What follows belongs to an exercise in optimizing a design on an open flow for small area, a short achievable clock period and few clock cycles per item; a production flow would make more cautious choices. In this exercise RTL edits were held to simulation tests only and were not proved equivalent to the original.

== run A ==
Design rsn_core, start of the top module:
module rsn_core (
    input  wire       clk,
    input  wire       rst,
    input  wire       req_valid,
    output wire       req_ready,
    input  wire [7:0] req_data,
    input  wire       req_last,
    output wire       resp_valid,
    input  wire       resp_ready,
    output wire [7:0] resp_data,
    output wire       resp_last
);
    localparam DQ_LG = 3;                   
    localparam DQ_N  = 1 << DQ_LG;
    localparam CQ_LG = 3;                   
    localparam CQ_N  = 1 << CQ_LG;
    localparam NRING = 64;
    localparam [7:0] COL_MARGIN = 8'd6;     
    localparam [7:0] OP_CRC_COMPUTE = 8'h01,
                     OP_CRC_VERIFY  = 8'h02,
                     OP_ENC_A       = 8'h03,
                     OP_ENC_B       = 8'h13,
                     OP_DEC_A       = 8'h04,
                     OP_DEC_B       = 8'h14,
                     OP_MEAS_FLOAT  = 8'h05,
                     OP_MEAS_FIXED  = 8'h15;
    function [7:0] crc8_byte;
        input [7:0] c_in;
        input [7:0] d;
        integer i;
        reg [7:0] c;
        begin
            c = c_in ^ d;
            for (i = 0; i < 8; i = i + 1)
  ...
Size: about 8,700 cells after synthesis, about 4,800 flip-flops, about 24 I/O pins, ~130,000 sq um of cells after synthesis.
==> flow/config.mk <==
export PLATFORM = sky130hd
export DESIGN_NAME = rsn_core
export DESIGN_NICKNAME = rsn_core
export VERILOG_FILES = /design/flow/design.v
export SDC_FILE = /design/flow/constraint.sdc
export NUM_CORES = 4
export LEC_CHECK = 0
export CAP_MARGIN = 20
export CORE_MARGIN = 2
export CORE_UTILIZATION = 70
export CTS_CLUSTER_DIAMETER = 60
export CTS_CLUSTER_SIZE = 24
export PLACE_DENSITY = 0.8
export SLEW_MARGIN = 20
==> flow/constraint.sdc <==
create_clock -name core_clock -period 12.0 [get_ports {clk}]
set_input_delay 2.4000 -clock core_clock [delete_from_list [all_inputs] [get_ports {clk}]]
set_output_delay 2.4000 -clock core_clock [all_outputs]
set_load 0.01 [all_outputs]
standard.sh (not shown) runs the stock make flow with config.mk's settings and CLKGATE_MAP_FILE= SYNTH_SCRIPT=/design/flow/synth_recipe.tcl, a recipe that flattens the netlist after the stock synthesis.
==> flow/flow/run.sh <==
#!/bin/bash
# Layout flow: the standard ORFS layout (standard synthesis unchanged), with
# ORFS's timing repair (repair_timing after placement, CTS and global routing)
# asked to keep 8 ns of setup slack at the design's 12 ns clock, so that it
# sizes the critical paths for a ~4 ns cycle. The clock period, the SDC and
# every other step are the standard flow's.
set -euo pipefail
export SETUP_SLACK_MARGIN=8
bash standard.sh synth > synth.log 2>&1
bash standard.sh finish > layout.log 2>&1
test -s out/final.def
Testbench counts of run A, summed over its fixed seeds: cycles 17,330, items 1,800.
Edits applied to the flow inputs when going from run A to run B:
Settings: ABC_AREA: unset -> 1.
==> comparison <==
Going from run A to run B, the synthesized-area fraction occupied by and/or/nand/nor cells was found to have gone up by 5.1 points.
[compare] base=run A new=run B: synthesized cell count climbed 2,256, fmax climbed 0.74%, share of async-settable or async-resettable flops after synthesis barely changed, transition time at the pin with the least slew margin dropped 0.041 ns, count of inverters other than clock inverters in the layout climbed 312.
The run showing the greater final estimated routing congestion in global placement is run B.
Taking run A as the reference, in run B total global-route track usage now larger; global-route met2 utilization higher; final wirelength increased 2.7%.
The following lists how run C was set up differently from run B:
Settings: changing CORE_UTILIZATION from 70 to 65; removing ABC_AREA (formerly 1); changing PLACE_DENSITY from 0.8 to 0.75.
Notes after the runs:
- On run C: reg2reg setup slack is 0.09 ns higher than what run B gave.
- Relative to run B, run C improves routed wire length.
- Looking at worst hold margin, run C sits 0.038 ns higher than run B does.
- Summary of run C over run B: first-pass GRT wire length -7.9%; synthesis-to-finish area growth rose 1.0 points.
- Run comparison: run C end point of the critical path rdp[3]; run B end point of the critical path rdy_r
- Maximum achievable frequency in run C is about 2.2% higher than in run B
- Area after synthesis ends up higher on run B.

---

== build 77 ==
rsn_core, a different RTL version from the one above (not shown whole).
For scale: ~4800 flip-flops, ~0.13 mm2 of cells after synthesis.
clock: 12.0 ns
lec_check: 0
cap_margin: 20
core_margin: 2
core_utilization: 70
cts_cluster_diameter: 60
cts_cluster_size: 24
place_density: 0.8
slew_margin: 20
Scripts as last shown in full above: flow/flow/run.sh
Build 77 reached the end of the flow, and the finished layout is clean on the timing, design-rule and antenna checks.
Testbench counts of build 77, summed over its fixed seeds: cycles 17,330, items 1,800.
The inputs of trial 50 differ from those of build 77 as listed below.
Settings: CORE_UTILIZATION changed from 70 to 65; PLACE_DENSITY changed from 0.8 to 0.75.
## What came out
- Compared with build 77, trial 50 shows a lower met2 track demand over resource in global routing.
- [trial 50] clock latency of the later-clocked register in the worst-skew pair fell 0.05 ns relative to build 77
- Delta (trial 50 minus build 77): shortest clock period the worst path allows after layout rose 0.22 ns, number of tap cells added at floorplan now larger.

-- port drivers added, routing unchanged --
The results above use ideal ports. As a check the final layouts listed here were re-extracted and re-timed, cells and wires unchanged.
Step 1, drivers: a clkbuf_16 drives clk and a buf_2 each remaining input, both assumed.
Step 2 also shifts input and output timing later by t, the mid clock arrival at the registers, as if the neighbouring blocks saw the same clock.
Slacks: ideal ports / drivers / drivers and shift; pairs: ideal ports / drivers.
run | shift t [ns] | setup WS [ns] | latest minus earliest clock arrival (ns) | slew at the worst register clock pin (ns) | worst data-port slew with drivers (ns)
run A | 0.974 | 7.949 / 7.949 / 7.177 | 0.036 / 0.037 | 0.10 / 0.10 | 0.04
run B | 0.996 | 7.978 / 7.972 / 7.234 | 0.073 / 0.073 | 0.10 / 0.10 | 0.04
run C | 0.968 | 8.065 / 7.980 / 7.207 | 0.044 / 0.044 | 0.10 / 0.10 | 0.04
build 77 | 1.012 | 7.937 / 7.918 / 6.982 | 0.093 / 0.093 | 0.10 / 0.10 | 0.05
trial 50 | 0.964 | 7.719 / 7.719 / 6.970 | 0.077 / 0.077 | 0.10 / 0.10 | 0.06
After both steps every run listed still meets setup and hold. For build 77, which loses most, drivers alone change the setup slack by -0.019 ns; drivers and shift together by -0.955 ns.
